This is an optimization exercise on Yosys and OpenROAD, whose aim is small area, not a production implementation.
The RTL was checked by simulation tests, not by an equivalence proof against the original design.

## flow/run.sh

```bash
#!/bin/bash
# Layout flow: the standard flow (standard.sh), with changes to
# synthesis: ORFS's synthesis runs unchanged up to technology mapping, then
# ABC maps the divider (n2t_div, kept as its own module until the final
# flatten) with ORFS's area script and the rest of the design with a
# stronger area-recovery script (flow/area.abc); full-adder extraction is
# limited to the divider. Registers are mapped by dfflibmap before ABC,
# exactly as in the standard synthesis. Layout: the smallest buffer for the
# port buffers, and a clock tree with larger sink clusters and no dummy loads.
set -euo pipefail
W=$(pwd)
F=$W/flow

# ORFS's synth.tcl with the ABC call split in two
python3 - "$FLOW_HOME/scripts/synth.tcl" "$W/synth_split.tcl" "$F" <<'PY'
import sys
src, dst, f = sys.argv[1:4]
s = open(src).read()
pre = "source $::env(SCRIPTS_DIR)/synth_preamble.tcl"
assert s.count(pre) == 1
s = s.replace(pre, pre + "\n"
    "set div_abc_args  [lreplace $abc_args 1 1 %s/div.abc]\n"
    "set rest_abc_args [lreplace $abc_args 1 1 %s/area.abc]\n" % (f, f))
call = "  log_cmd abc {*}$abc_args\n"
assert s.count(call) == 1
s = s.replace(call, "  log_cmd abc {*}$div_abc_args n2t_div\n"
                    "  log_cmd abc {*}$rest_abc_args n2t_timing_engine\n")
# full adders are extracted (and mapped to adder cells) in the divider only;
# ABC maps the rest's arithmetic itself
fa = "  extract_fa {*}[dont_use_extract_fa_args]\n"
assert s.count(fa) == 1
s = s.replace(fa, "  extract_fa {*}[dont_use_extract_fa_args] n2t_div\n")
open(dst, "w").write(s)
PY

# The standard flow's synthesis script, sourcing the split copy
sed "s#source \$::env(SCRIPTS_DIR)/synth.tcl#source $W/synth_split.tcl#" synth_recipe.tcl > my_synth.tcl
grep -q "synth_split.tcl" my_synth.tcl

# The standard flow's config, keeping the divider as a module through synthesis
{
    cat config.mk
    echo "export SYNTH_KEEP_MODULES = n2t_div"
    # clock tree: larger sink clusters, no dummy loads
    # port buffers: the smallest buffer cell
    echo "export BUFFER_PORTS_ARGS = -buffer_cell sky130_fd_sc_hd__buf_1"
    echo "export CTS_ARGS = -sink_clustering_enable -repair_clock_nets -dont_use_dummy_load -sink_clustering_size 20 -sink_clustering_max_diameter 100"
} > my_config.mk

sed -e "s#DESIGN_CONFIG=[^ ]*#DESIGN_CONFIG=$W/my_config.mk#" \
    -e "s#SYNTH_SCRIPT=[^ ]*#SYNTH_SCRIPT=$W/my_synth.tcl#" standard.sh > my_standard.sh
grep -q "my_synth.tcl" my_standard.sh
grep -q "my_config.mk" my_standard.sh

bash my_standard.sh finish > make_finish.log 2>&1
```

## flow/area.abc

```
strash
dc2
dch -f
amap
mfs2
strash
dch -f
amap
```

## flow/div.abc

```
strash
dch
map -B 0.9
topo
stime -c
buffer -c
upsize -c
dnsize -c
```

## standard.sh

```bash
#!/bin/bash
# synth_recipe.tcl (not shown) runs the flow's synth.tcl, then flattens the netlist and writes it again
# the make line also repeats each setting of config.mk as NAME=value (left out here)
make -C /OpenROAD-flow-scripts/flow DESIGN_CONFIG=/design/flow/config.mk WORK_HOME=/design/flow/orfs CLKGATE_MAP_FILE= SYNTH_SCRIPT=/design/flow/synth_recipe.tcl "${@:-finish}"
```

## config.mk

```make
export PLATFORM = sky130hd
export DESIGN_NAME = n2t_timing_engine
export DESIGN_NICKNAME = n2t_timing_engine
export VERILOG_FILES = /design/flow/design.v
export SDC_FILE = /design/flow/constraint.sdc
export NUM_CORES = 4
export LEC_CHECK = 0
export ABC_AREA = 1
export CAP_MARGIN = 20
export CORE_MARGIN = 2
export CORE_UTILIZATION = 40
export SLEW_MARGIN = 20
```

## constraint.sdc

```tcl
create_clock -name core_clock -period 70.0 [get_ports {clk}]
set_input_delay 14.0000 -clock core_clock [delete_from_list [all_inputs] [get_ports {clk}]]
set_output_delay 14.0000 -clock core_clock [all_outputs]
set_load 0.01 [all_outputs]
```

## design.v

```verilog
module n2t_prog_rom (
    input  wire [2:0]  index,
    output reg  [4:0]  len,
    output reg  [15:0] seq0,
    output reg  [15:0] seq1,
    output reg  [23:0] cnum
);
    always @* begin
        case (index)
            3'd0: begin len = 5'd1;  seq0 = 16'h0000; seq1 = 16'h0000; cnum = 24'd10000000; end
            3'd1: begin len = 5'd4;  seq0 = 16'h0006; seq1 = 16'h0003; cnum = 24'd2500000;  end
            3'd2: begin len = 5'd8;  seq0 = 16'h00AA; seq1 = 16'h000F; cnum = 24'd1250000;  end
            3'd3: begin len = 5'd16; seq0 = 16'h8001; seq1 = 16'hFFFF; cnum = 24'd625000;   end
            3'd4: begin len = 5'd1;  seq0 = 16'h0001; seq1 = 16'h0000; cnum = 24'd10000000; end
            3'd5: begin len = 5'd3;  seq0 = 16'h0005; seq1 = 16'h0003; cnum = 24'd3333333;  end
            3'd6: begin len = 5'd12; seq0 = 16'h0A5C; seq1 = 16'h03F0; cnum = 24'd833333;   end
            default: begin len = 5'd7; seq0 = 16'h005A; seq1 = 16'h0033; cnum = 24'd1428571; end
        endcase
    end
endmodule
module n2t_gt #(
    parameter W = 64
) (
    input  wire [W-1:0] a,
    input  wire [W-1:0] b,
    output wire         gt
);
    wire [W:0] c;
    assign c[0] = 1'b0;
    genvar i;
    generate
        for (i = 0; i < W; i = i + 1) begin : g
            assign c[i+1] = (a[i] & ~b[i]) | (a[i] & c[i]) | (~b[i] & c[i]);
        end
    endgenerate
    assign gt = c[W];
endmodule
module n2t_add #(
    parameter W  = 64,
    parameter WB = 24
) (
    input  wire [W-1:0]  a,
    input  wire [WB-1:0] b,
    output wire [W-1:0]  s,
    output wire          co
);
    wire [W:0] c;
    assign c[0] = 1'b0;
    genvar i;
    generate
        for (i = 0; i < W; i = i + 1) begin : g
            if (i < WB) begin : g_fa
                assign s[i]   = a[i] ^ b[i] ^ c[i];
                assign c[i+1] = (a[i] & b[i]) | (a[i] & c[i]) | (b[i] & c[i]);
            end else begin : g_ha
                assign s[i]   = a[i] ^ c[i];
                assign c[i+1] = a[i] & c[i];
            end
        end
    endgenerate
    assign co = c[W];
endmodule
module n2t_div (
    input  wire [23:0] num,
    input  wire [15:0] den,
    output wire [23:0] q
);
    wire [16*25-1:0] R;
    assign R[16*24 +: 16] = 16'd0;
    genvar i;
    generate
        for (i = 0; i < 24; i = i + 1) begin : st
            localparam integer W  = (24 - i) < 17 ? (24 - i) : 17;
            localparam integer RW = W < 16 ? W : 16;
            wire [W-1:0] a;
            wire [W-1:0] d;
            wire         hi;
            if (W == 1) begin : g_a1
                assign a = num[i];
            end else begin : g_an
                assign a = {R[16*(i+1) +: W-1], num[i]};
            end
            if (W == 17) begin : g_d17
                assign d  = {1'b0, den};
                assign hi = 1'b0;
            end else if (W == 16) begin : g_d16
                assign d  = den;
                assign hi = 1'b0;
            end else begin : g_dn
                assign d  = den[W-1:0];
                assign hi = |den[15:W];
            end
            wire [W:0] t = {1'b0, a} - {1'b0, d};
            assign q[i] = ~hi & ~t[W];
            wire [RW-1:0] r = q[i] ? t[RW-1:0] : a[RW-1:0];
            if (RW == 16) begin : g_r16
                assign R[16*i +: 16] = r;
            end else begin : g_rn
                assign R[16*i +: 16] = {{(16-RW){1'b0}}, r};
            end
        end
    endgenerate
endmodule
module n2t_button #(
    parameter [63:0] INTERVAL = 64'd200
) (
    input  wire        clk,
    input  wire        rst,
    input  wire [63:0] now,
    input  wire [1:0]  pin,
    output reg  [1:0]  state,
    output reg  [1:0]  changed,
    output reg  [1:0]  state_n,
    output reg  [1:0]  changed_n
);
    reg [1:0]  last;
    reg [2:0]  run0, run1;
    reg [63:0] next_tick;
    wire        sample;
    wire [63:0] next_tick_inc;
    wire        co_unused;
    n2t_gt  #(.W(64))          u_gt  (.a(now), .b(next_tick), .gt(sample));
    n2t_add #(.W(64), .WB(8))  u_add (.a(next_tick), .b(INTERVAL[7:0] & {8{sample}}),
                                      .s(next_tick_inc), .co(co_unused));
    wire [1:0] full = {run1 == 3'd7, run0 == 3'd7};
    wire [1:0] same = ~(pin ^ last);
    always @* begin
        state_n   = state;
        changed_n = 2'b00;
        if (sample) begin
            if (same[0] && full[0] && pin[0] != state[0]) begin
                state_n[0] = pin[0]; changed_n[0] = 1'b1;
            end
            if (same[1] && full[1] && pin[1] != state[1]) begin
                state_n[1] = pin[1]; changed_n[1] = 1'b1;
            end
        end
    end
    always @(posedge clk) begin
        if (rst) begin
            last      <= 2'b00;
            run0      <= 3'd7;
            run1      <= 3'd7;
            state     <= 2'b00;
            changed   <= 2'b00;
            next_tick <= now;
        end else begin
            if (sample) begin
                last      <= pin;
                run0      <= !same[0] ? 3'd1 : full[0] ? 3'd7 : run0 + 3'd1;
                run1      <= !same[1] ? 3'd1 : full[1] ? 3'd7 : run1 + 3'd1;
            end
            next_tick <= next_tick_inc;
            state   <= state_n;
            changed <= changed_n;
        end
    end
endmodule
module n2t_out_channel (
    input  wire        clk,
    input  wire        rst,
    input  wire [4:0]  dsat,         
    input  wire        wrap,         
    input  wire        cmd_set,      
    input  wire        cmd_rev,      
    input  wire [15:0] cmd_value,
    output reg         data_pin,
    output reg         enable_pin,
    output reg         reverse
);
    localparam [1:0] ST_IDLE = 2'd0, ST_PAUSE = 2'd1, ST_DATASET = 2'd2, ST_ENABLESET = 2'd3;
    reg [1:0]  st;
    reg [15:0] data;
    reg [4:0]  slot_n;    
    reg [4:0]  wait_n;    
    wire [3:0] slot = slot_n[4] ? 4'd15 : slot_n[3:0];
    wire [3:0] k    = slot ^ {4{reverse}};
    wire       due  = dsat >= wait_n;
    always @(posedge clk) begin
        if (rst) begin
            st         <= ST_IDLE;
            data       <= 16'h0000;
            reverse    <= 1'b0;
            data_pin   <= 1'b0;
            enable_pin <= 1'b0;
        end else if (cmd_set || cmd_rev) begin
            if (cmd_set) data <= cmd_value;
            if (cmd_rev) reverse <= ~reverse;
            slot_n  <= 5'd0;
            st      <= ST_PAUSE;
        end else if (st != ST_IDLE) begin
            if (due) begin
                case (st)
                    ST_PAUSE: begin
                        data_pin <= data[k];
                        if (!slot_n[4]) slot_n <= slot_n + 5'd1;
                        st <= ST_DATASET;
                    end
                    ST_DATASET: begin
                        enable_pin <= 1'b1;
                        st <= ST_ENABLESET;
                    end
                    default: begin   
                        enable_pin <= 1'b0;
                        if (slot_n[4] && slot_n[0]) begin
                            st <= ST_IDLE;
                        end else begin
                            if (slot_n[4]) slot_n <= 5'd17;
                            st <= ST_PAUSE;
                        end
                    end
                endcase
            end
        end
    end
    always @(posedge clk) begin
        if (cmd_set || cmd_rev) wait_n <= 5'd1;
        else if (!due)          wait_n <= wait_n - dsat;
        else                    wait_n <= wrap ? 5'd0 : 5'd21;
    end
endmodule
module n2t_in_channel (
    input  wire        clk,
    input  wire        rst,
    input  wire [4:0]  dsat,
    input  wire        wrap,         
    input  wire        data_in,
    input  wire        cmd_ack,      
    output reg         load_pin,
    output reg         shift_pin,
    output reg         clock_pin,
    output reg  [15:0] data,
    output wire [15:0] data_mirrored,
    output reg         data_changed
);
    localparam [1:0] ST_IDLE = 2'd0, ST_LOADING = 2'd1, ST_SHIFTOFF = 2'd2, ST_CLOCKON = 2'd3;
    reg [1:0]  st;
    reg [14:0] temp_data;    
    reg [3:0]  bit_count;
    reg [3:0]  wait_n;
    wire [15:0] temp_data_n = {temp_data, data_in};
    wire        due = dsat >= {1'b0, wait_n};
    genvar i;
    generate
        for (i = 0; i < 16; i = i + 1) begin : g_mir
            assign data_mirrored[i] = data[15 - i];
        end
    endgenerate
    always @(posedge clk) begin
        if (rst) begin
            st           <= ST_IDLE;
            data         <= 16'h0000;
            bit_count    <= 4'd0;
            data_changed <= 1'b0;
            wait_n       <= 4'd1;
            load_pin     <= 1'b0;
            shift_pin    <= 1'b0;
            clock_pin    <= 1'b0;
        end else begin
            if (cmd_ack) data_changed <= 1'b0;
            if (!due) begin
                wait_n <= wait_n - dsat[3:0];
            end else begin
                wait_n <= wrap ? 4'd0 : 4'd11;
                case (st)
                    ST_IDLE: begin
                        load_pin  <= 1'b1;
                        shift_pin <= 1'b0;
                        clock_pin <= 1'b0;
                        st        <= ST_LOADING;
                    end
                    ST_LOADING: begin
                        load_pin  <= 1'b0;
                        shift_pin <= 1'b1;
                        st        <= ST_SHIFTOFF;
                    end
                    ST_SHIFTOFF: begin
                        clock_pin <= 1'b0;
                        temp_data <= temp_data_n[14:0];
                        if (bit_count == 4'd15) begin
                            data_changed <= (temp_data_n != data);
                            data         <= temp_data_n;
                            bit_count    <= 4'd0;
                            st           <= ST_IDLE;
                        end else begin
                            bit_count <= bit_count + 4'd1;
                            st        <= ST_CLOCKON;
                        end
                    end
                    default: begin   
                        clock_pin <= 1'b1;
                        st        <= ST_SHIFTOFF;
                    end
                endcase
            end
        end
    end
endmodule
module n2t_clock_seq (
    input  wire        clk,
    input  wire        rst,
    input  wire [63:0] now,
    input  wire [1:0]  btn_state,
    input  wire [1:0]  btn_changed,
    input  wire        cmd_cfreq,
    input  wire        cmd_cauto,
    input  wire        cmd_csync,
    input  wire        cmd_csynco,
    input  wire        cmd_psel,
    input  wire        cmd_pfreq,
    input  wire        cmd_pauto,
    input  wire        cmd_idx,      
    input  wire [15:0] cmd_imm,
    input  wire [2:0]  cmd_op,       
    output reg  [1:0]  clk_out,
    output reg  [1:0]  clk_mode,
    output reg  [15:0] clk_freq0,
    output reg  [15:0] clk_freq1,
    output wire [7:0]  cur_prog,
    output reg  [1:0]  seq_mode
);
    localparam [1:0] SEQ_MANUAL = 2'd0, SEQ_ONESHOT = 2'd1, SEQ_AUTO = 2'd2;
    reg [2:0]  prog;
    reg [63:0] clk_base0, clk_base1, seq_base;
    reg        clk_pend0, clk_pend1, seq_pend;
    reg [22:0] clk_tps0, clk_tps1;
    reg [23:0] seq_tps;
    reg [15:0] seq_freq;
    reg [3:0]  seq_step;
    assign cur_prog = {5'd0, prog};
    wire [2:0]  prog_n = cmd_psel ? cmd_imm[2:0] : prog;
    wire [4:0]  act_len;
    wire [15:0] act_seq0, act_seq1;
    wire [23:0] act_cnum_unused;
    n2t_prog_rom u_rom_act (.index(prog_n), .len(act_len),
                            .seq0(act_seq0), .seq1(act_seq1), .cnum(act_cnum_unused));
    wire [2:0]  num_idx = cmd_op[2] ? prog : cmd_imm[2:0];
    wire [4:0]  num_len_unused;
    wire [15:0] num_s0_unused, num_s1_unused;
    wire [23:0] num_cnum;
    n2t_prog_rom u_rom_num (.index(num_idx), .len(num_len_unused),
                            .seq0(num_s0_unused), .seq1(num_s1_unused), .cnum(num_cnum));
    wire [23:0] div_num = (cmd_op[2] && !cmd_op[0]) ? 24'd5000000 : num_cnum;
    wire [15:0] div_den = cmd_op[2] ? cmd_imm : seq_freq;
    wire [23:0] new_tps;
    n2t_div u_div (.num(div_num), .den(div_den), .q(new_tps));
    wire        sync   = (cmd_csync || cmd_csynco) && prog == 3'd0;
    wire        synco  = cmd_csynco && prog == 3'd0;
    wire [63:0] clk_next0, clk_next1, seq_next;
    wire [2:0]  co_unused;
    n2t_add #(.W(64), .WB(23)) u_add0 (.a(clk_base0), .b(clk_tps0 & {23{clk_pend0}}),
                                       .s(clk_next0), .co(co_unused[0]));
    wire [63:0] base1 = sync ? clk_next0 : clk_base1;
    wire [22:0] add1  = synco ? clk_tps0 : sync ? 23'd0 : (clk_tps1 & {23{clk_pend1}});
    n2t_add #(.W(64), .WB(23)) u_add1 (.a(base1), .b(add1),
                                       .s(clk_next1), .co(co_unused[1]));
    n2t_add #(.W(64), .WB(24)) u_adds (.a(seq_base), .b(seq_tps & {24{seq_pend}}),
                                       .s(seq_next), .co(co_unused[2]));
    wire due0, due1, dues;
    n2t_gt #(.W(64)) u_gt0 (.a(now), .b(clk_next0), .gt(due0));
    n2t_gt #(.W(64)) u_gt1 (.a(now), .b(clk_next1), .gt(due1));
    n2t_gt #(.W(64)) u_gts (.a(now), .b(seq_next),  .gt(dues));
    wire cauto0 = cmd_cauto && !cmd_idx;
    wire cauto1 = cmd_cauto && cmd_idx;
    reg [1:0]  clk_st_n, clk_mode_n;
    reg        fire0, fire1;
    reg [1:0]  seq_mode_n;
    reg [3:0]  seq_step_n;
    reg        seq_fire, seq_start;
    reg        push;
    reg [3:0]  sig_k;
    reg [4:0]  step_inc;
    always @* begin
        clk_st_n   = clk_out;
        clk_mode_n = clk_mode ^ {cauto1, cauto0};
        fire0      = 1'b0;
        fire1      = 1'b0;
        seq_mode_n = seq_mode;
        seq_step_n = seq_step;
        seq_fire   = 1'b0;
        seq_start  = 1'b0;
        push       = 1'b0;
        sig_k      = 4'd0;
        if (sync) clk_st_n[1] = clk_out[0];
        if (cmd_psel) begin
            seq_step_n = 4'd0;
            seq_mode_n = SEQ_MANUAL;
        end
        if (cmd_pauto)
            seq_mode_n = (seq_mode == SEQ_MANUAL) ? SEQ_AUTO : SEQ_MANUAL;
        step_inc = {1'b0, seq_step_n} + 5'd1;
        if (prog_n == 3'd0) begin
            if (!clk_mode_n[0]) begin
                if (btn_changed[0]) clk_st_n[0] = btn_state[0];
            end else if (!cauto0 && due0) begin
                clk_st_n[0] = ~clk_st_n[0];
                fire0 = 1'b1;
            end
            if (!clk_mode_n[1]) begin
                if (btn_changed[1]) clk_st_n[1] = btn_state[1];
            end else if (!cauto1 && due1) begin
                clk_st_n[1] = ~clk_st_n[1];
                fire1 = 1'b1;
            end
        end else begin
            if (seq_mode_n == SEQ_MANUAL) begin
                if (btn_changed[0] && btn_state[0]) begin
                    seq_mode_n = SEQ_ONESHOT;
                    seq_start  = 1'b1;
                end
                if (btn_changed[1] && btn_state[1]) begin
                    seq_step_n = (step_inc == act_len) ? 4'd0 : step_inc[3:0];
                    push = 1'b1;
                end
            end else if (!cmd_pauto && dues) begin
                seq_step_n = (step_inc == act_len) ? 4'd0 : step_inc[3:0];
                if (seq_step_n == 4'd0 && seq_mode_n == SEQ_ONESHOT)
                    seq_mode_n = SEQ_MANUAL;
                seq_fire = 1'b1;
                push = 1'b1;
            end
            if (push) begin
                sig_k       = act_len[3:0] - seq_step_n - 4'd1;
                clk_st_n[0] = act_seq0[sig_k];
                clk_st_n[1] = act_seq1[sig_k];
            end
        end
    end
    always @(posedge clk) begin
        if (rst) begin
            clk_out   <= 2'b00;
            clk_mode  <= 2'b00;
            clk_base0 <= now;
            clk_base1 <= now;
            clk_pend0 <= 1'b0;
            clk_pend1 <= 1'b0;
            clk_tps0  <= 23'd500;
            clk_tps1  <= 23'd500;
            clk_freq0 <= 16'd10000;
            clk_freq1 <= 16'd10000;
            prog      <= 3'd0;
            seq_mode  <= SEQ_MANUAL;
            seq_step  <= 4'd0;
            seq_base  <= now;
            seq_pend  <= 1'b0;
            seq_tps   <= 24'd1000;
            seq_freq  <= 16'd10000;
        end else begin
            clk_out   <= clk_st_n;
            clk_mode  <= clk_mode_n;
            clk_base0 <= cauto0 ? now : clk_next0;
            clk_base1 <= cauto1 ? now : clk_next1;
            clk_pend0 <= fire0;
            clk_pend1 <= fire1;
            if (cmd_cfreq && !cmd_idx) begin
                clk_freq0 <= cmd_imm;
                clk_tps0  <= new_tps[22:0];
            end
            if (cmd_cfreq && cmd_idx) begin
                clk_freq1 <= cmd_imm;
                clk_tps1  <= new_tps[22:0];
            end
            prog      <= prog_n;
            seq_mode  <= seq_mode_n;
            seq_step  <= seq_step_n;
            seq_base  <= (cmd_pauto || seq_start) ? now : seq_next;
            seq_pend  <= seq_fire;
            if (cmd_psel || cmd_pfreq) seq_tps <= new_tps;
            if (cmd_pfreq) seq_freq <= cmd_imm;
        end
    end
endmodule
module n2t_timing_engine (
    input  wire        clk,
    input  wire        rst,
    input  wire [63:0] tick,
    input  wire [1:0]  btn_in,
    input  wire        in_data,
    input  wire        cmd_valid,
    input  wire [31:0] cmd,
    output wire [1:0]  clk_out,
    output wire [3:0]  out_data,
    output wire [3:0]  out_enable,
    output wire        in_load,
    output wire        in_shift,
    output wire        in_clock,
    output wire [1:0]  btn_state,
    output wire [1:0]  btn_changed,
    output wire [1:0]  clk_mode,
    output wire [15:0] clk_freq0,
    output wire [15:0] clk_freq1,
    output wire [3:0]  out_reversed,
    output wire [15:0] in_word,
    output wire [15:0] in_word_mirrored,
    output wire        in_changed,
    output wire [7:0]  cur_prog,
    output wire [1:0]  seq_mode,
    output reg         cmd_ok
);
    localparam [63:0] BUTTON_UPDATE_INTERVAL = 64'd200;
    wire [15:0] imm = cmd[15:0];
    wire is_nop    = (cmd == 32'h00000000);
    wire is_oset   = ((cmd & 32'hFFFC0000) == 32'h01000000);
    wire is_orev   = ((cmd & 32'hFFFCFFFF) == 32'h02000000);
    wire is_psel   = ((cmd & 32'hFFFF0000) == 32'h03000000);
    wire is_cfreq  = ((cmd & 32'hFFFE0000) == 32'h04000000);
    wire is_pfreq  = ((cmd & 32'hFFFF0000) == 32'h05000000);
    wire is_cauto  = ((cmd & 32'hFFFEFFFF) == 32'h06000000);
    wire is_csync  = (cmd == 32'h07000000);
    wire is_csynco = (cmd == 32'h08000000);
    wire is_pauto  = (cmd == 32'h09000000);
    wire is_iack   = (cmd == 32'h0A000000);
    wire psel_ok  = is_psel  && (imm[15:3] == 13'd0);
    wire cfreq_ok = is_cfreq && (imm != 16'd0);
    wire pfreq_ok = is_pfreq && (imm != 16'd0);
    wire accepted = is_nop || is_oset || is_orev || psel_ok || cfreq_ok || pfreq_ok
                 || is_cauto || is_csync || is_csynco || is_pauto || is_iack;
    wire do_oset   = cmd_valid && is_oset;
    wire do_orev   = cmd_valid && is_orev;
    wire do_psel   = cmd_valid && psel_ok;
    wire do_cfreq  = cmd_valid && cfreq_ok;
    wire do_pfreq  = cmd_valid && pfreq_ok;
    wire do_cauto  = cmd_valid && is_cauto;
    wire do_csync  = cmd_valid && is_csync;
    wire do_csynco = cmd_valid && is_csynco;
    wire do_pauto  = cmd_valid && is_pauto;
    wire do_iack   = cmd_valid && is_iack;
    always @(posedge clk) begin
        if (rst)            cmd_ok <= 1'b1;
        else if (cmd_valid) cmd_ok <= accepted;
    end
    reg  [63:0] last_lim;
    reg         lim_ovf;
    wire [58:0] lim_hi;
    wire        tick_hi_ones;    
    n2t_add #(.W(59), .WB(1)) u_lim (.a(tick[63:5]), .b(1'b1), .s(lim_hi), .co(tick_hi_ones));
    always @(posedge clk) begin
        last_lim <= {lim_hi, tick[4:0]};
        lim_ovf  <= tick_hi_ones;
    end
    wire        below_lim;
    n2t_gt #(.W(64)) u_lim_gt (.a(last_lim), .b(tick), .gt(below_lim));
    wire [4:0]  dsat = (below_lim || lim_ovf) ? (tick[4:0] - last_lim[4:0]) : 5'd31;
    wire        wrap20 = tick_hi_ones && (tick[4:0] >= 5'd12);
    wire        wrap10 = tick_hi_ones && (tick[4:0] >= 5'd22);
    wire [1:0] btn_state_n, btn_changed_n;
    n2t_button #(.INTERVAL(BUTTON_UPDATE_INTERVAL)) u_btn (
        .clk       (clk),
        .rst       (rst),
        .now       (tick),
        .pin       (btn_in),
        .state     (btn_state),
        .changed   (btn_changed),
        .state_n   (btn_state_n),
        .changed_n (btn_changed_n)
    );
    n2t_clock_seq u_clock_seq (
        .clk         (clk),
        .rst         (rst),
        .now         (tick),
        .btn_state   (btn_state_n),
        .btn_changed (btn_changed_n),
        .cmd_cfreq   (do_cfreq),
        .cmd_cauto   (do_cauto),
        .cmd_csync   (do_csync),
        .cmd_csynco  (do_csynco),
        .cmd_psel    (do_psel),
        .cmd_pfreq   (do_pfreq),
        .cmd_pauto   (do_pauto),
        .cmd_idx     (cmd[16]),
        .cmd_imm     (imm),
        .cmd_op      (cmd[26:24]),
        .clk_out     (clk_out),
        .clk_mode    (clk_mode),
        .clk_freq0   (clk_freq0),
        .clk_freq1   (clk_freq1),
        .cur_prog    (cur_prog),
        .seq_mode    (seq_mode)
    );
    genvar i;
    generate
        for (i = 0; i < 4; i = i + 1) begin : g_out
            n2t_out_channel u_out (
                .clk        (clk),
                .rst        (rst),
                .dsat       (dsat),
                .wrap       (wrap20),
                .cmd_set    (do_oset && cmd[17:16] == i),
                .cmd_rev    (do_orev && cmd[17:16] == i),
                .cmd_value  (imm),
                .data_pin   (out_data[i]),
                .enable_pin (out_enable[i]),
                .reverse    (out_reversed[i])
            );
        end
    endgenerate
    n2t_in_channel u_in (
        .clk           (clk),
        .rst           (rst),
        .dsat          (dsat),
        .wrap          (wrap10),
        .data_in       (in_data),
        .cmd_ack       (do_iack),
        .load_pin      (in_load),
        .shift_pin     (in_shift),
        .clock_pin     (in_clock),
        .data          (in_word),
        .data_mirrored (in_word_mirrored),
        .data_changed  (in_changed)
    );
endmodule
```

==> results of run 1 <==
-- metal layers --
metal / vias to the layer above / wire length, um / GRT usage, % / share of wire (%)
li1: 23100 / - / - / -
met1: 20700 / 63700 / 30.9 / 47
met2: 943 / 62300 / 38.1 / 45
met3: 168 / 7160 / 3.06 / 5.2
met4: 10 / 3720 / 6.18 / 2.7
met5: - / 61 / 0 / 0.045
-- area by class of cell --
cell class | instances | area share [%]
sequential | 637 | 26.8
inverter | 828 | 6.44
tap | 1488 | 3.81
multi-input combinational | 4871 | 58.1
antenna | 2 | 0.0102
timing repair buffer | 272 | 2.72
clock buffer | 40 | 2.05
-- Yosys stat by module (local to each module, per instance) --
module,times used,area [um^2],cells inside,flops+latches
n2t_div,1,13100,2125,0
n2t_timing_engine,1,31800,4269,637
-- cell families (layout without fill, tap and decap cells) --
kind of cell	after synthesis	count (layout)
XOR/XNOR	151	151
AND/OR/NAND/NOR	2315	2318
flip-flops	637	637
buffers and inverters	894	1140
adder cells (fa/ha/maj)	284	284
other	1	7
AO/OA/AOI/OAI	2112	2113
-- timing repair --
action,4_1_cts,5_1_grt
endpoints found under the hold margin,0,0
setup buffers,0,14
setup endpoints to repair,0,9
gates resized for setup,0,52
-- synth_stat cells (all sizes together), types with 8 or more instances --
cell and number:
a21o 45, or2 51, nor2 937, dfxtp 599, o221a 78, nand3 167
nor4 12, inv 322, a31oi 34, o21a 68, a21boi 30, o21bai 82
o221ai 58, nand4 15, o32ai 62, and3 51, a22oi 50, or3 16
o22a 10, edfxtp 38, clkinv 506, xor2 110, a221oi 54, a211oi 60
nor2b 29, buf 58, nor3 56, ha 262, clkbuf 8, nand2 912
xnor2 41, and2 52, o21ai 495, fa 22, a21oi 590, a221o 16
o22ai 340
-- metrics by stage --
stage          utilization, %  instances  setup TNS [ps]
2_1_floorplan               -       6398               0
3_3_place_gp             42.9       8078               0
3_5_place_dp             42.9       8078               0
4_1_cts                  43.8       8118               0
5_1_grt                  44.0       8138            -261
6_report                 44.0       8138               0
-- sequential cells by signal (all words and copies together) (netlist names), 23 cells and up --
signal                 cells
g_out.u_out.data          64
last_lim                  64
u_btn.next_tick           64
u_clock_seq.clk_base0     64
u_clock_seq.clk_base1     64
u_clock_seq.clk_tps0      23
u_clock_seq.clk_tps1      23
u_clock_seq.seq_base      64
u_clock_seq.seq_tps       24
-- worst min path at each step --
stage                       startpoint                 endpoint  slack, ps
6_report            u_in.temp_data[12]       u_in.temp_data[13]        400
5_1_grt             u_in.temp_data[12]       u_in.temp_data[13]        400
4_1_cts             u_in.temp_data[12]       u_in.temp_data[13]        400
3_5_place_dp        u_in.temp_data[12]       u_in.temp_data[13]        440
3_3_place_gp   g_out[2].u_out.data[12]  g_out[2].u_out.data[12]        440
2_1_floorplan  g_out[2].u_out.data[12]  g_out[2].u_out.data[12]        420
-- worst max-delay path: cells and delay by family --
kind	cells	cell delay, ps
buffers and inverters	38	4500
AOI/OAI and AO/OA	165	24140
and+or+nand+nor	127	14080
adders and majority gates	23	7790
==> summary.txt, run 1 <==
Status: complete, no violations
Post-synthesis xor/xnor area fraction: 2.94%
Post-Route Skew: 103 ps
Post-DP HPWL: 101 mm
Syn Area/Cell: 7.03 um^2
Die area: 0.115 mm^2
Starting Density: 40.5%
Iter 0 DRT Violations: 3,148
Post-synth top area share: 26.7%
DP Area: 0.0476 mm^2
Critical Path Sink: u_clock_seq.seq_tps[0]
Crit path from: cmd[26]
Initial antenna violation count: 8
Vias: 44,900
Worst-path clk slew: 80 ps
CTS H-tree lvls: 2
Layout net count: 7,036
Drt drc: 0
F_max: 15.6 MHz
Final hold vios: 0
Multi-input logic area: 0.0284 mm^2
CTS tree: built
Clk Latency, worst-skew pair: 670 ps
Hold buffer count at CTS: 0
Crit Path Max Fanout: 24
Most common cell after layout, fill and taps aside: nor2_1
Final setup viols: 0
Worst path slowest cell: fa_1
Synth Flop Type: dfxtp_1
Post-synthesis mux area share: 0%
Crit start category: input pin
Total gr overflow: 0
Required @ worst endpoint: 70,460 ps
Number of synthesized flops with an enable pin: 38
# IOs: 201
PortBufs: 195
Maxcap violations: 0
Die Wd: 339 um
HP Class: flip-flop to flip-flop
Core area: 0.111 mm^2
WS Path Type: input pin to flip-flop
CTS buffer count: 40
Reg2reg setup slack: 19,280 ps
Slew headroom: 26.1%
R2r endpoint: u_clock_seq.seq_tps[0]
Total routed wirelength: 137 mm
Total GRT Usage: 22.9%
Synth Area in Simple Gates: 21.8%
Post-Synth Adder-Cell Area: 8.27%
Reg2reg path depth: 352
FF-to-FF Start: u_clock_seq.prog[0]
Die Y: 339 um
Worst stage delay on the critical path: 480 ps
Synth Area in Compound Gates: 29.7%
Largest family of logic cells by synthesized area: compound AO/OA/AOI/OAI gates
Final worst setup slack: 5780 ps
Initial DRT Pass Iterations: 6
Area grow syn2layout: 8.82%
Sequential area share after synthesis: 29.2%
WHS Path Cells: 0
Final ANT Viol Nets: 0
Max-slew violations: 0
Bufs on Longest Clock Path: 3
Routed WL per cell: 16.8 um
Synth unique cells: 81
Vias in the first global route: 41,100
Clock tree root driver cell: clkbuf_16
Most frequent cells in the layout: nor2_1 (927), nand2_1 (883), dfxtp_1 (599), a21oi_1 (571), clkinv_1 (496)
Slew @ Worst Pin: 1110 ps
Warnings, synthesis: 6
Post-Syn Area: 0.0450 mm^2
Pin count of the biggest net entering global routing: 88
Final Cycle Share: 91.7%
CTS Sinks: 637
Flops & latches, synth: 637
Routability-driven placement congestion ratio: 0.886
Setup WS pre-CTS: 671 ps
Share of cells above drive strength 1: 4.18%
Critical Path AT: 64,690 ps
Cell taking the most area after synthesis: dfxtp_1
Vias per Instance: 5.52
Critical Path End Type: flip-flop
Period minus WS final: 64,220 ps
Hold slack: 402 ps
First-pass GRT wire length: 218 mm
Fillers: 11,700
Synth top area cells: dfxtp_1 (27%), nor2_1 (7.8%), nand2_1 (7.4%), ha_1 (7.3%), a21oi_1 (6.4%)
Register Area: 0.0131 mm^2
Num rows: 122
Syn Inst Count: 6,394
Final Instance Area: 0.0489 mm^2
CP dominant cell by count: nand2_1
Synth async-reset ratio: 0%
==> inputs of run 2 (changes only) <==
==> flow/div.abc (replaced) <==
strash
dch
map -a
topo
stime -c
buffer -c
upsize -c
dnsize -c
==> run 2 against run 1 <==
  * Largest cell class unchanged
  * Final area fell by 0.60%
  * Count of clock-buffer cells in the layout unchanged
  * Highest routed layer unchanged
  * Critical path depth rose by 20
  * Still clean
==> summary.txt, run 2 <==
Status: complete, no violations
Multi-input logic area: 0.0280 mm^2
Routability-driven placement congestion ratio: 0.925
Final hold vios: 0
Setup TNS: 0 ps
Period minus WS final: 65,350 ps
Crit path from: cmd[26]
Layout net count: 6,885
Initial DRT Pass Iterations: 6
CP dominant cell by count: nand2_1
PortBufs: 195
Area grow syn2layout: 10.5%
Flops & latches, synth: 637
Warnings, synthesis: 6
Synth top cells by count: nor2_1 (1,086), nand2_1 (659), a21oi_1 (637), dfxtp_1 (599), o21ai_0 (506)
Vias: 44,100
F_max: 15.3 MHz
Total GRT Usage: 22.7%
WHS Path Cells: 2
Synth Flop Type: dfxtp_1
WS Path Type: input pin to flip-flop
Post-DP HPWL: 97.6 mm
Number of synthesized flops with an enable pin: 38
Post-route insts no fill: 7,913
# IOs: 201
First-pass GRT wire length: 209 mm
Die area: 0.113 mm^2
End of the worst hold path: g_out[2].u_out.data[12]
Top Family by Delay on Critical Path: compound AO/OA/AOI/OAI gates
Worst path slowest cell: fa_1
Reg2reg path depth: 371
CTS tree: built
Starting Density: 40.4%
Routed WL per cell: 16.8 um
Final worst setup slack: 4650 ps
Worst-path clk slew: 80 ps
CTS H-tree lvls: 2
Syn Inst Count: 6,190
HP Class: flip-flop to flip-flop
Post-Route Skew: 77.0 ps
Slew @ Worst Pin: 1110 ps
Die Y: 336 um
FF-to-FF Start: u_clock_seq.seq_freq[15]
Clk Latency, worst-skew pair: 630 ps
Final ANT Viol Nets: 0
Critical Path End Type: flip-flop
DP Area: 0.0468 mm^2
Total routed wirelength: 133 mm
Num rows: 121
Most frequent cells in the layout: nor2_1 (1,069), nand2_1 (649), a21oi_1 (611), dfxtp_1 (599), clkinv_1 (493)
Initial antenna violation count: 13
Synth top area cells: dfxtp_1 (27%), nor2_1 (9.3%), ha_1 (7.5%), a21oi_1 (7.2%), o21ai_0 (5.8%)
CTS Sinks: 637
Synth unique cells: 77
CTS buffer count: 40
Iter 0 DRT Violations: 3,067
R2r endpoint: u_clock_seq.seq_tps[0]
Reg2reg setup slack: 18,080 ps
Vias per Instance: 5.57
Placed insts: 7,823
Core area: 0.109 mm^2
Final Instance Area: 0.0486 mm^2
Hold buffer count at CTS: 0
Final Cycle Share: 93.4%
Critical Path AT: 65,790 ps
Fillers: 11,200
Worst stage delay on the critical path: 430 ps
Sequential area share after synthesis: 29.8%
Required @ worst endpoint: 70,440 ps
Top-count cell post-synth: nor2_1
Setup WS pre-CTS: -1400 ps
Share of cells above drive strength 1: 5.25%
Vias in the first global route: 39,900
Clock tree root driver cell: clkbuf_16
Slew headroom: 26.0%
Number of buffers and inverters on the critical path: 47
Maxcap violations: 0
Most common cell after layout, fill and taps aside: nor2_1
Final setup viols: 0
Synth async-reset ratio: 0%
Cell taking the most area after synthesis: dfxtp_1
Bufs on Longest Clock Path: 3
Post-synth top area share: 27.3%
Crit start category: input pin
Syn Area/Cell: 7.11 um^2
Pin count of the biggest net entering global routing: 103
Drt drc: 0
Hold Startpoint: g_out[2].u_out.data[12]
Max-slew violations: 0
Total gr overflow: 0
Final Util: 44.6%
Crit Path Max Fanout: 30
Register Area: 0.0131 mm^2
Die Wd: 336 um
Post-Syn Area: 0.0440 mm^2
-- run 2: cell families (layout without fill, tap and decap cells) --
group | count (synthesis) | count (layout) | share of synthesized area, %
and+or+nand+nor | 2033 | 2037 | 18.8
adders and majority gates | 284 | 284 | 8.45
xor gates and xnor gates | 192 | 192 | 3.82
DFF | 637 | 637 | 29.8
other | 1 | 7 | 0.00852
AOI/OAI and AO/OA | 2193 | 2193 | 31.4
buffers and inverters | 850 | 1149 | 7.69
-- run 2: modules after synthesis (local to each module, per instance) --
module	flops+latches	cell area (um^2)
n2t_timing_engine	637	31800
n2t_div	0	12200
-- run 2: worst register-to-register path: cells and delay by family, from the launching register on --
| kind | cells | cell delay (ps) |
|---|---|---|
| AOI/OAI and AO/OA | 173 | 25900 |
| adders and majority gates | 23 | 7490 |
| buffers and inverters | 45 | 4730 |
| DFF | 1 | 320 |
| and+or+nand+nor | 130 | 13330 |
-- run 2: repair_timing --
action                                  CTS  global route
gates cloned                              1             4
pin swaps                                 1            41
buffers inserted                          0            42
endpoints found under the setup margin    3             9
resized for setup                         6           129
-- run 2: final cells by class --
class / count / area share [%]
Multi-Input combinational cell: 4711 / 57.5
Antenna cell: 2 / 0.0103
Tap cell: 1414 / 3.64
Clock buffer: 40 / 2.06
Timing Repair inverter: 1 / 0.0180
Timing Repair Buffer: 330 / 3.67
Sequential cell: 637 / 27.0
Inverter: 778 / 6.06
-- run 2: per-stage QoR --
step | hold slack [ps]
floorplan | 422
global placement | 437
detailed placement | 444
CTS | 457
global route | 476
finish | 457
-- run 2: routing by layer --
metal | routed length (um) | track usage [%]
met3 | 7120 | 2.92
met4 | 4300 | 7.23
met2 | 61000 | 38.0
met1 | 60500 | 30.2
met5 | 121 | 0
-- run 2: how the worst max path moves through the flow --
| stage | end | cells after the start |
|---|---|---|
| floorplan | u_clock_seq.clk_tps1[0] | 387 |
| detailed placement | u_clock_seq.seq_tps[0] | 370 |
| finish | u_clock_seq.seq_tps[0] | 373 |
| global route | u_clock_seq.clk_tps0[0] | 379 |
| CTS | u_clock_seq.seq_tps[0] | 369 |
| global placement | u_clock_seq.seq_tps[0] | 371 |
==> inputs of run 3 (changes only) <==
--- a/config.mk
+++ b/config.mk
@@ -10,3 +10,4 @@
 export CORE_MARGIN = 2
 export CORE_UTILIZATION = 40
+export SETUP_SLACK_MARGIN = -1.5
 export SLEW_MARGIN = 20
==> run 3 against run 2 <==
  * Wire length hardly changed
  * Final area is 0.34% lower
  * Still clean on timing, DRC and antenna
  * Cell count hardly changed
  * Critical path depth is 4 lower
  * Clock skew is 0.72 ps higher
  * Via count is 0.12% lower
  * Utilization is 0.15 points lower
  * Critical endpoint unchanged
==> summary.txt, run 3 <==
FF-to-FF Start: u_clock_seq.prog[0]
Final Cycle Share: 95.1%
Worst-path clk slew: 80 ps
Crit start category: input pin
Final Instance Area: 0.0485 mm^2
Final hold vios: 0
Period minus WS final: 66,540 ps
Iter 0 DRT Violations: 3,072
Number of buffers and inverters on the critical path: 45
Initial antenna violation count: 13
Starting Density: 40.4%
Synth top cells by count: nor2_1 (1,086), nand2_1 (659), a21oi_1 (637), dfxtp_1 (599), o21ai_0 (506)
Final ANT Viol Nets: 0
Reg2reg setup slack: 16,950 ps
Routed WL per cell: 16.8 um
CTS buffer count: 40
Post-synth top area share: 27.3%
Status: complete, no violations
Reg2reg path depth: 368
Worst path slowest cell: o22ai_1
Initial DRT Pass Iterations: 5
Final worst setup slack: 3460 ps
Worst path depth: 369
Cell taking the most area after synthesis: dfxtp_1
Hold buffer count at CTS: 0
Num rows: 121
Layout net count: 6,876
Post-Route Skew: 77.7 ps
Slew headroom: 26.5%
Most common cell after layout, fill and taps aside: nor2_1
DP Area: 0.0468 mm^2
Setup TNS: 0 ps
Critical Path Sink: u_clock_seq.seq_tps[0]
Pin count of the biggest net entering global routing: 103
Bufs on Longest Clock Path: 3
Post-Syn Area: 0.0440 mm^2
Routability-driven placement congestion ratio: 0.925
PortBufs: 195
Synth unique cells: 77
Post-DP HPWL: 97.6 mm
Clock tree root driver cell: clkbuf_16
Synth async-reset ratio: 0%
CTS Sinks: 637
Critical Path AT: 66,970 ps
Vias: 44,000
Vias in the first global route: 39,900
R2r endpoint: u_clock_seq.seq_tps[0]
Setup WS pre-CTS: -1400 ps
Syn Inst Count: 6,190
Area grow syn2layout: 10.2%
Top Family by Delay on Critical Path: compound AO/OA/AOI/OAI gates
First-pass GRT wire length: 209 mm
Die Y: 336 um
Total GRT Usage: 22.7%
CTS tree: built
Maxcap violations: 0
WS Path Type: input pin to flip-flop
Max-slew violations: 0
Share of cells above drive strength 1: 4.79%
Critical Path End Type: flip-flop
# IOs: 201
CTS H-tree lvls: 2
Required @ worst endpoint: 70,430 ps
Crit Path Max Fanout: 16
Worst stage delay on the critical path: 600 ps
Total gr overflow: 0
Synth Flop Type: dfxtp_1
Vias per Instance: 5.57
Sequential area share after synthesis: 29.8%
Total routed wirelength: 133 mm
Flops & latches, synth: 637
Syn Area/Cell: 7.11 um^2
F_max: 15.0 MHz
HP Class: flip-flop to flip-flop
Die Wd: 336 um
Final setup viols: 0
Slew @ Worst Pin: 1100 ps
Warnings, synthesis: 6
Most frequent cells in the layout: nor2_1 (1,078), nand2_1 (647), a21oi_1 (618), dfxtp_1 (599), clkinv_1 (493)
Core area: 0.109 mm^2
Clk Latency, worst-skew pair: 630 ps
Synth top area cells: dfxtp_1 (27%), nor2_1 (9.3%), ha_1 (7.5%), a21oi_1 (7.2%), o21ai_0 (5.8%)
Die area: 0.113 mm^2
Top-count cell post-synth: nor2_1
Drt drc: 0
Crit path from: cmd[4]
Number of synthesized flops with an enable pin: 38
## run 3: cell types whose count changed in the layout (fill, tap and decap cells not counted), sizes merged
cell / delta
nand2: +3
clkinv: -1
buf: -12
clkinvlp: +1
diode: +2
## run 3: timing repair
item | CTS | global route
setup endpoints to repair | 0 | 9
buffers inserted | 0 | 32
resized for setup | 0 | 100
hold endpoints to repair | 0 | 0
## run 3: worst min-delay path: stages, from the launching register on
cell and delay, ps:
dfxtp_1 310, clkinv_1 50, a211oi_1 50
## run 3: logic make-up (layout without fill, tap and decap cells)
kind of cell	Yosys count	after routing	share of synthesized area, %
and+or+nand+nor	2033	2040	18.8
AOI/OAI and AO/OA	2193	2193	31.4
xor gates and xnor gates	192	192	3.82
DFF	637	637	29.8
buffers and inverters	850	1137	7.69
adders and majority gates	284	284	8.45
other	1	9	0.00852
## run 3: worst min-delay path by stage
| stage | cells after the start | endpoint | slack (ps) | startpoint |
|---|---|---|---|---|
| 6_report | 2 | g_out[2].u_out.data[12] | 450 | g_out[2].u_out.data[12] |
| 5_1_grt | 2 | g_out[2].u_out.data[12] | 480 | g_out[2].u_out.data[12] |
| 4_1_cts | 2 | g_out[2].u_out.data[12] | 460 | g_out[2].u_out.data[12] |
| 3_5_place_dp | 2 | g_out[2].u_out.data[12] | 440 | g_out[2].u_out.data[12] |
| 3_3_place_gp | 2 | g_out[2].u_out.data[12] | 440 | g_out[2].u_out.data[12] |
| 2_1_floorplan | 2 | g_out[2].u_out.data[12] | 420 | g_out[2].u_out.data[12] |
## run 3: final cells by class
cell class              instances  area, um^2
flip-flops and latches        637       13100
repair inverters                1        5.00
diodes                          4        10.0
well taps                    1414        1770
fillers                     11200       60500
clock buffers                  40        1000
multi-input cells            4714       27900
inverters                     778        2930
repair buffers                318        1680
## run 3: metrics by stage
step / hold slack (ps) / util [%] / std cells
2_1_floorplan: 422 / - / 6194
3_3_place_gp: 437 / 42.9 / 7823
3_5_place_dp: 444 / 42.9 / 7823
4_1_cts: 457 / 43.9 / 7863
5_1_grt: 476 / 44.5 / 7903
6_report: 455 / 44.5 / 7906
## run 3: Yosys stat by module (local to each module, per instance)
module,flip-flops and latches,copies in the design
n2t_timing_engine,637,1
n2t_div,0,1
## run 3: routing by layer
| layer | vias to the layer above | share of wire, % | GRT usage, % |
|---|---|---|---|
| met5 | - | 0.095 | 0 |
| met1 | 20300 | 45 | 30.2 |
| met3 | 220 | 5.5 | 2.83 |
| li1 | 22600 | - | - |
| met2 | 997 | 46 | 38.0 |
| met4 | 18 | 3.2 | 7.17 |
==> inputs of run 4 (changes only) <==
--- a/flow/run.sh
+++ b/flow/run.sh
@@ -45,5 +45,5 @@
     # port buffers: the smallest buffer cell
     echo "export BUFFER_PORTS_ARGS = -buffer_cell sky130_fd_sc_hd__buf_1"
-    echo "export CTS_ARGS = -sink_clustering_enable -repair_clock_nets -dont_use_dummy_load -sink_clustering_size 20 -sink_clustering_max_diameter 100"
+    echo "export CTS_ARGS = -sink_clustering_enable -repair_clock_nets -dont_use_dummy_load -buf_list sky130_fd_sc_hd__clkbuf_8 -sink_clustering_size 14 -sink_clustering_max_diameter 70"
 } > my_config.mk
 
--- a/config.mk
+++ b/config.mk
@@ -10,4 +10,3 @@
 export CORE_MARGIN = 2
 export CORE_UTILIZATION = 40
-export SETUP_SLACK_MARGIN = -1.5
 export SLEW_MARGIN = 20
==> run 4 against run 3 <==
  * Cell count grew 0.32%
  * Final area shrank 0.16%
  * Hold slack gained 4.7 ps
==> summary.txt, run 4 <==
Synth Flop Type: dfxtp_1
Bufs on Longest Clock Path: 3
Critical Path AT: 65,960 ps
Reg2reg path depth: 370
Final ANT Viol Nets: 0
Flops & latches, synth: 637
Clk Latency, worst-skew pair: 750 ps
Critical Path End Type: flip-flop
Top-count cell post-synth: nor2_1
Area grow syn2layout: 9.98%
PortBufs: 195
Routed WL per cell: 16.8 um
Final setup viols: 0
Initial DRT Pass Iterations: 6
Worst-path clk slew: 90 ps
Iter 0 DRT Violations: 2,955
Period minus WS final: 65,370 ps
Total routed wirelength: 133 mm
Clock tree root driver cell: clkbuf_8
Warnings, synthesis: 6
Post-Route Skew: 81.3 ps
Worst stage delay on the critical path: 590 ps
Synth unique cells: 77
CTS buffer count: 57
Pin count of the biggest net entering global routing: 103
Most frequent cells in the layout: nor2_1 (1,069), nand2_1 (649), a21oi_1 (612), dfxtp_1 (599), clkinv_1 (493)
Layout net count: 6,900
Most common cell after layout, fill and taps aside: nor2_1
Status: complete, no violations
Num rows: 121
Vias in the first global route: 40,100
Synth async-reset ratio: 0%
Synth top cells by count: nor2_1 (1,086), nand2_1 (659), a21oi_1 (637), dfxtp_1 (599), o21ai_0 (506)
Routability-driven placement congestion ratio: 0.925
Syn Inst Count: 6,190
Max-slew violations: 0
Final worst setup slack: 4630 ps
Required @ worst endpoint: 70,580 ps
Total GRT Usage: 22.7%
Final hold vios: 0
Drt drc: 0
Fillers: 11,300
Final Cycle Share: 93.4%
Starting Density: 40.4%
Die Y: 336 um
CP dominant cell by count: nand2_1
Slew headroom: 29.1%
Vias: 44,200
Share of cells above drive strength 1: 5.44%
CTS H-tree lvls: 2
CTS tree: built
# IOs: 201
Number of buffers and inverters on the critical path: 45
Post-DP HPWL: 97.6 mm
Final Instance Area: 0.0484 mm^2
Post-Syn Area: 0.0440 mm^2
Core area: 0.109 mm^2
Worst path slowest cell: o22ai_1
F_max: 15.3 MHz
First-pass GRT wire length: 210 mm
Slew @ Worst Pin: 1050 ps
Crit Path Max Fanout: 30
CTS Sinks: 637
Die Wd: 336 um
Hold Startpoint: g_out[2].u_out.data[12]
Setup WS pre-CTS: -1400 ps
R2r endpoint: u_clock_seq.clk_tps1[0]
DP Area: 0.0468 mm^2
Setup TNS: 0 ps
WHS Path Cells: 2
Synth top area cells: dfxtp_1 (27%), nor2_1 (9.3%), ha_1 (7.5%), a21oi_1 (7.2%), o21ai_0 (5.8%)
HP Class: flip-flop to flip-flop
Maxcap violations: 0
Reg2reg setup slack: 17,920 ps
Syn Area/Cell: 7.11 um^2
Cell taking the most area after synthesis: dfxtp_1
Post-synth top area share: 27.3%
Total gr overflow: 0
Sequential area share after synthesis: 29.8%
Number of synthesized flops with an enable pin: 38
WS Path Type: input pin to flip-flop
Initial antenna violation count: 11
Crit start category: input pin
FF-to-FF Start: u_clock_seq.seq_freq[15]
Top Family by Delay on Critical Path: compound AO/OA/AOI/OAI gates
Vias per Instance: 5.57
End of the worst hold path: g_out[2].u_out.data[12]
Die area: 0.113 mm^2
run 4: cell counts after synthesis:
Identical to the previous run, type by type.
run 4: final cells by class:
class | instances | area [um^2] | area share (%)
Antenna cell | 5 | 12.5 | 0.0259
Clock buffer | 57 | 785 | 1.62
Inverter | 778 | 2950 | 6.09
Multi-Input combinational cell | 4711 | 28000 | 57.8
Sequential cell | 637 | 13100 | 27.1
Tap cell | 1414 | 1770 | 3.66
Timing Repair Buffer | 329 | 1780 | 3.67
run 4: cell families (layout without fill, tap and decap cells):
family | Yosys count | after routing | share of synthesized area, %
xor+xnor | 192 | 192 | 3.82
simple gates | 2033 | 2037 | 18.8
compound gates | 2193 | 2193 | 31.4
other cells | 1 | 10 | 0.00852
buf+inv | 850 | 1164 | 7.69
fa+ha+maj | 284 | 284 | 8.45
flops | 637 | 637 | 29.8
run 4: through the flow:
| stage | instances | hold slack (ps) | utilization (%) |
|---|---|---|---|
| floorplan | 6194 | 422 | - |
| global placement | 7823 | 437 | 42.9 |
| detailed placement | 7823 | 444 | 42.9 |
| CTS | 7881 | 458 | 43.7 |
| global route | 7928 | 477 | 44.4 |
| finish | 7931 | 459 | 44.4 |
run 4: timing repair:
action                                  CTS  global route
resized for setup                         6           125
cloned                                    1             3
hold endpoints to repair                  0             0
hold buffers                              0             0
buffers inserted                          0            41
endpoints found under the setup margin    3             9
pin swaps                                 1            37
run 4: Yosys stat by module, one instance, submodules excluded:
module,flip-flops and latches,cell area [um^2],cells inside,times used
n2t_timing_engine,637,31800,4269,1
n2t_div,0,12200,1921,1
run 4: worst min-delay path: stages, from the launching register on:
cell and delay, ps:
dfxtp_1 310, clkinv_1 50, a211oi_1 60
run 4: worst max-delay path by stage:
stage / from / slack [ps] / endpoint / depth (start not counted)
final: cmd[4] / 4630 / u_clock_seq.clk_tps1[0] / 371
after global routing: cmd[26] / -310 / u_clock_seq.clk_tps0[0] / 378
after CTS: cmd[26] / 210 / u_clock_seq.seq_tps[0] / 369
after detailed placement: cmd[26] / -1400 / u_clock_seq.seq_tps[0] / 370
after global placement: cmd[26] / 250 / u_clock_seq.seq_tps[0] / 371
after floorplan: cmd[1] / 1480 / u_clock_seq.clk_tps1[0] / 387
run 4: layer usage:
layer  vias up  wire (um)  global-route usage (%)  part of all wire [%]
met5         -        110                       0                 0.082
met4        16       3800                    6.65                   2.8
met3       215       7050                    2.85                   5.3
met2      1011      61400                    38.2                    46
met1     20300      61100                    30.4                    46
li1      22600          -                       -                     -
==> inputs of run 5 (changes only) <==
--- a/config.mk
+++ b/config.mk
@@ -10,3 +10,4 @@
 export CORE_MARGIN = 2
 export CORE_UTILIZATION = 40
+export SETUP_SLACK_MARGIN = -1.5
 export SLEW_MARGIN = 20
==> run 5 against run 4 <==
  * Still clean on timing, DRC and antenna
  * Sequential share of layout area up 0.089 points
  * Count of clock-buffer cells in the layout unchanged
  * Non-clock buffer count down 11
  * Sequential cell count unchanged
  * Global-route usage about the same
  * Largest cell class unchanged
  * Highest routed layer unchanged
==> summary.txt, run 5 <==
Reg2reg path depth: 367
Synth unique cells: 77
Placed insts: 7,823
Final hold vios: 0
Required @ worst endpoint: 70,580 ps
# IOs: 201
Top-count cell post-synth: nor2_1
Max-slew violations: 0
Post-Route Skew: 85.1 ps
Vias per Instance: 5.56
Post-DP HPWL: 97.6 mm
Flops & latches, synth: 637
Sequential area share after synthesis: 29.8%
Hold Startpoint: g_out[2].u_out.data[12]
Total gr overflow: 0
HP Class: flip-flop to flip-flop
Post-Syn Area: 0.0440 mm^2
CTS tree: built
PortBufs: 195
Share of cells above drive strength 1: 4.98%
Synth async-reset ratio: 0%
Num rows: 121
Synth Flop Type: dfxtp_1
Routability-driven placement congestion ratio: 0.925
F_max: 15.0 MHz
Die area: 0.113 mm^2
Worst-path clk slew: 90 ps
WHS Path Cells: 2
Period minus WS final: 66,480 ps
Pin count of the biggest net entering global routing: 103
WS Path Type: input pin to flip-flop
Area grow syn2layout: 9.62%
Die Wd: 336 um
Post-route insts no fill: 7,922
Hold buffer count at CTS: 0
Total routed wirelength: 133 mm
Slew headroom: 28.0%
Number of synthesized flops with an enable pin: 38
Final ANT Viol Nets: 0
Total GRT Usage: 22.7%
Initial antenna violation count: 11
Syn Inst Count: 6,190
Critical Path End Type: flip-flop
Final setup viols: 0
Iter 0 DRT Violations: 3,027
R2r endpoint: u_clock_seq.seq_tps[0]
Post-synth top area share: 27.3%
Clk Latency, worst-skew pair: 760 ps
Crit start category: input pin
Critical Path AT: 67,060 ps
Synth top area cells: dfxtp_1 (27%), nor2_1 (9.3%), ha_1 (7.5%), a21oi_1 (7.2%), o21ai_0 (5.8%)
Clock tree root driver cell: clkbuf_8
Number of buffers and inverters on the critical path: 46
CTS Sinks: 637
Starting Density: 40.4%
Routed WL per cell: 16.8 um
Bufs on Longest Clock Path: 3
Reg2reg setup slack: 16,800 ps
Hold slack: 458 ps
Worst path slowest cell: o22ai_1
Fillers: 11,300
Initial DRT Pass Iterations: 6
Syn Area/Cell: 7.11 um^2
Drt drc: 0
First-pass GRT wire length: 210 mm
Crit Path Max Fanout: 26
Worst stage delay on the critical path: 580 ps
Cell taking the most area after synthesis: dfxtp_1
Most common cell after layout, fill and taps aside: nor2_1
Most frequent cells in the layout: nor2_1 (1,078), nand2_1 (647), a21oi_1 (622), dfxtp_1 (599), clkinv_1 (493)
Slew @ Worst Pin: 1080 ps
Vias in the first global route: 40,000
FF-to-FF Start: u_clock_seq.prog[0]
Layout net count: 6,893
CTS buffer count: 57
Top Family by Delay on Critical Path: compound AO/OA/AOI/OAI gates
End of the worst hold path: g_out[2].u_out.data[12]
CTS H-tree lvls: 2
Synth top cells by count: nor2_1 (1,086), nand2_1 (659), a21oi_1 (637), dfxtp_1 (599), o21ai_0 (506)
Maxcap violations: 0
Warnings, synthesis: 6
Final Cycle Share: 95.0%
Die Y: 336 um
Core area: 0.109 mm^2
Status: complete, no violations
Vias: 44,100
[run 5: worst min-delay path, cell delays in order (launching register included)]
cell and delay [ps]:
dfxtp_1 310, clkinv_1 50, a211oi_1 50
[run 5: layout make-up]
class                      instances  area [um^2]  area share [%]
clock buffer                      57          785            1.63
timing repair inverter             1         5.00          0.0104
antenna                            3         7.51          0.0156
multi-input combinational       4714        27900            57.9
sequential                       637        13100            27.2
tap                             1414         1770            3.67
timing repair buffer             318         1680            3.49
inverter                         778         2930            6.08
[run 5: metal layers]
metal	vias to the layer above	wire, um	global-route usage, %
met5	-	110	0
met4	16	4010	6.63
met3	221	6420	2.82
met2	944	61200	38.2
met1	20300	61600	30.4
li1	22600	-	-
[run 5: what timing repair did]
action                     CTS  global route
gates resized for setup      0            95
setup endpoints to repair    0             9
setup buffers                0            32
[run 5: worst max path at each step]
| stage | depth (start not counted) | end | from |
|---|---|---|---|
| 4_1_cts | 370 | u_clock_seq.seq_tps[0] | cmd[26] |
| 3_5_place_dp | 370 | u_clock_seq.seq_tps[0] | cmd[26] |
| 2_1_floorplan | 387 | u_clock_seq.clk_tps1[0] | cmd[1] |
| 5_1_grt | 375 | u_clock_seq.seq_tps[0] | cmd[26] |
| 6_report | 368 | u_clock_seq.seq_tps[0] | cmd[4] |
| 3_3_place_gp | 371 | u_clock_seq.seq_tps[0] | cmd[26] |
[run 5: logic make-up (layout without fill, tap and decap cells)]
| family | count (synthesis) | after routing | share of synthesized area [%] |
|---|---|---|---|
| AO/OA/AOI/OAI | 2193 | 2193 | 31.4 |
| XOR/XNOR | 192 | 192 | 3.82 |
| adder cells (fa/ha/maj) | 284 | 284 | 8.45 |
| buffers and inverters | 850 | 1154 | 7.69 |
| flip-flops | 637 | 637 | 29.8 |
| other | 1 | 8 | 0.00852 |
| AND/OR/NAND/NOR | 2033 | 2040 | 18.8 |
[run 5: Yosys stat by module (local to each module, per instance)]
module	cells inside	cell area, um^2	flip-flops and latches	times used
n2t_div	1921	12200	0	1
n2t_timing_engine	4269	31800	637	1
[run 5: through the flow]
step | TNS, ps | worst slack, ps | instance area, um^2 | utilization, %
finish | 0 | 3520 | 48200 | 44.2
detailed placement | -4160 | -1400 | 46800 | 42.9
global placement | 0 | 249 | 46800 | 42.9
CTS | -2660 | -910 | 47600 | 43.7
floorplan | 0 | 1480 | 44000 | -
global route | -5070 | -1690 | 48200 | 44.2
==> inputs of run 6 (changes only) <==
--- a/design.v
+++ b/design.v
@@ -357,8 +357,9 @@
     n2t_add #(.W(64), .WB(24)) u_adds (.a(seq_base), .b(seq_tps & {24{seq_pend}}),
                                        .s(seq_next), .co(co_unused[2]));
-    wire due0, due1, dues;
-    n2t_gt #(.W(64)) u_gt0 (.a(now), .b(clk_next0), .gt(due0));
-    n2t_gt #(.W(64)) u_gt1 (.a(now), .b(clk_next1), .gt(due1));
-    n2t_gt #(.W(64)) u_gts (.a(now), .b(seq_next),  .gt(dues));
+    wire due0, due1s;
+    n2t_gt #(.W(64)) u_gt0  (.a(now), .b(clk_next0), .gt(due0));
+    n2t_gt #(.W(64)) u_gt1s (.a(now), .b(prog_n == 3'd0 ? clk_next1 : seq_next), .gt(due1s));
+    wire due1 = due1s;
+    wire dues = due1s;
     wire cauto0 = cmd_cauto && !cmd_idx;
     wire cauto1 = cmd_cauto && cmd_idx;
==> run 6 against run 5 <==
  * Clock skew is 23 ps higher
  * Final area is 0.64% lower
  * Die area is 0.59% lower
  * Wire length is 5.6% higher
  * Synthesized area is 0.60% lower
  * Count of clock-buffer cells in the layout stayed put
  * Maximum frequency is 0.25% higher
  * Global-route usage is 1.3 points higher
  * Non-clock buffer count is 1 lower
==> summary.txt, run 6 <==
Vias in the first global route: 39,300
Synth async-reset ratio: 0%
Final Util: 44.1%
Drt drc: 0
End of the worst hold path: u_clock_seq.clk_tps0[1]
Reg2reg path depth: 364
Reg2reg setup slack: 16,830 ps
Period minus WS final: 66,320 ps
Die Y: 335 um
Synth top area cells: dfxtp_1 (27%), nor2_1 (9.0%), ha_1 (7.5%), a21oi_1 (6.8%), nand2_1 (5.8%)
WS Path Type: input pin to flip-flop
Total gr overflow: 0
Critical Path AT: 66,860 ps
Syn Area/Cell: 7.13 um^2
Total routed wirelength: 141 mm
PortBufs: 195
Initial DRT Pass Iterations: 5
Synth unique cells: 78
Setup TNS: 0 ps
Met2 wire len: 62.9 mm
Warnings, synthesis: 6
Post-Syn Area: 0.0437 mm^2
Crit start category: input pin
Clock tree root driver cell: clkbuf_8
HP Class: flip-flop to flip-flop
Vias: 44,100
CTS tree: built
Routability-driven placement congestion ratio: 0.939
WL met3: 7.84 mm
Total GRT Usage: 24.0%
F_max: 15.1 MHz
Clk Latency, worst-skew pair: 790 ps
Status: complete, no violations
Synth top cells by count: nor2_1 (1,054), nand2_1 (670), dfxtp_1 (599), a21oi_1 (597), o21ai_0 (483)
Post-DP HPWL: 103 mm
Max-slew violations: 0
First-pass GRT wire length: 217 mm
CP dominant cell by count: a21oi_1
Cell taking the most area after synthesis: dfxtp_1
Worst stage delay on the critical path: 480 ps
R2r endpoint: u_clock_seq.clk_tps0[0]
Met1 WL: 65.9 mm
FF-to-FF Start: u_clock_seq.prog[1]
Syn Inst Count: 6,133
Pin count of the biggest net entering global routing: 96
Core area: 0.109 mm^2
CTS Sinks: 637
Post-Route Skew: 108 ps
Final ANT Viol Nets: 0
Number of synthesized flops with an enable pin: 38
Synth Flop Type: dfxtp_1
Crit Path Max Fanout: 23
Final hold vios: 0
Slew @ Worst Pin: 1070 ps
Most frequent cells in the layout: nor2_1 (1,049), nand2_1 (663), dfxtp_1 (599), a21oi_1 (589), clkinv_1 (466)
CTS buffer count: 57
# IOs: 201
Top-count cell post-synth: nor2_1
Required @ worst endpoint: 70,540 ps
Layout net count: 6,839
WHS Path Cells: 2
Bufs on Longest Clock Path: 3
Share of cells above drive strength 1: 5.08%
Initial antenna violation count: 7
Final Cycle Share: 94.7%
Multi-input logic area: 0.0277 mm^2
Register Area: 0.0131 mm^2
Post-synth top area share: 27.4%
run 6: cell types whose count changed after synthesis, sizes merged, moves of 15 or more:
cell    previous run  this run
a211oi            56        24
a21o              36        21
a21oi            655       623
a221o             17         2
a221oi            60        36
a22oi             50       115
a32oi              3        18
clkinv           502       475
nor2            1091      1065
nor3              66        84
o21a              81        56
o221a             78        53
o22ai            340       387
or2               14        34
run 6: stage by stage:
stage | hold slack, ps | area, um^2 | setup slack (ps) | std cells
6_report | 470 | 47900 | 3680 | 7869
2_1_floorplan | 435 | 43700 | 1940 | 6137
5_1_grt | 508 | 47900 | -1700 | 7868
3_3_place_gp | 452 | 46600 | -777 | 7774
3_5_place_dp | 456 | 46600 | -2250 | 7774
4_1_cts | 471 | 47400 | -1280 | 7831
run 6: area by class of cell:
class                      instances  share of cell area (%)
antenna                            4                  0.0209
clock buffer                      57                    1.64
inverter                         747                    5.87
multi-input combinational       4692                    57.9
sequential                       637                    27.4
tap                             1414                    3.69
timing repair buffer             317                    3.48
timing repair inverter             1                  0.0104
run 6: cell families after synthesis:
family | count (synthesis) | synth area share [%]
simple gates | 2033 | 19.0
other cells | 1 | 0.00857
flops | 637 | 30.0
xor+xnor | 196 | 3.93
fa+ha+maj | 284 | 8.50
buf+inv | 817 | 7.49
compound gates | 2165 | 31.0
run 6: timing repair:
action                                  in CTS  in global routing
setup buffers                                0                 24
cloned                                       0                 10
resized for setup                            2                 77
pin swaps                                    0                 13
endpoints found under the setup margin       3                  9
run 6: worst max-delay path by stage:
stage,from,to,slack [ps],cells past startpoint
2_1_floorplan,cmd[1],u_clock_seq.seq_tps[0],1940,377
3_3_place_gp,cmd[26],u_clock_seq.seq_tps[0],-780,361
3_5_place_dp,cmd[26],u_clock_seq.seq_tps[0],-2250,360
4_1_cts,cmd[26],u_clock_seq.clk_tps0[0],-1280,361
5_1_grt,cmd[26],u_clock_seq.clk_tps0[0],-1700,370
6_report,cmd[26],u_clock_seq.clk_tps0[0],3680,365
run 6: worst max-delay path, delay by kind of cell:
kind            cells  cell delay (ps)
buf+inv            38             4080
simple gates      131            14140
fa+ha+maj          24             8280
compound gates    172            26220
run 6: per-module statistics from Yosys (local to each module, per instance):
module             copies in the design  flip-flops and latches  cells inside
n2t_timing_engine                     1                     637          4202
n2t_div                               1                       0          1931
run 6: layer usage:
layer | vias to the layer above | GRT usage [%]
met5 | - | 0
met4 | 2 | 7.24
met3 | 209 | 3.15
met2 | 1068 | 39.1
met1 | 20400 | 33.0
li1 | 22400 | -

[what the ideal ports hide]
No port has a modelled driver above. Below, the same layouts with a new extraction and two added sets of constraints.
Step 1 (the two cells are an assumption about what drives the block):
set clk [get_ports {clk}]
set_driving_cell -lib_cell sky130_fd_sc_hd__clkbuf_16 $clk
set_driving_cell -lib_cell sky130_fd_sc_hd__buf_2 [delete_from_list [all_inputs] $clk]
Step 2 times the ports against the registers' clock, not the clock port: input delays grow and output delays shrink by t, the midpoint of the rising clock arrivals with the driver on.
Slacks: ideal / step 1 / step 2; pairs: ideal / step 1.
run | t, ns | setup WS [ns] | hold slack, ns | worst setup path after step 2 | clock arrival spread, ns
run 1 | 0.683 | 5.775 / 5.796 / 5.112 | 0.402 / 0.402 / 0.402 | input to register | 0.103 / 0.103
run 2 | 0.665 | 4.650 / 4.629 / 3.963 | 0.457 / 0.457 / 0.457 | input to register | 0.078 / 0.077
run 3 | 0.663 | 3.460 / 3.513 / 2.850 | 0.455 / 0.455 / 0.455 | input to register | 0.078 / 0.078
run 4 | 0.786 | 4.628 / 4.595 / 3.808 | 0.459 / 0.459 / 0.459 | input to register | 0.081 / 0.081
run 5 | 0.792 | 3.519 / 3.517 / 2.724 | 0.458 / 0.458 / 0.458 | input to register | 0.085 / 0.085
run 6 | 0.811 | 3.683 / 3.688 / 2.876 | 0.470 / 0.470 / 0.470 | input to register | 0.108 / 0.107
After both steps setup and hold are still met in every run listed. For run 4, which loses most, drivers alone change the setup slack by -0.033 ns; drivers and shift together by -0.820 ns.
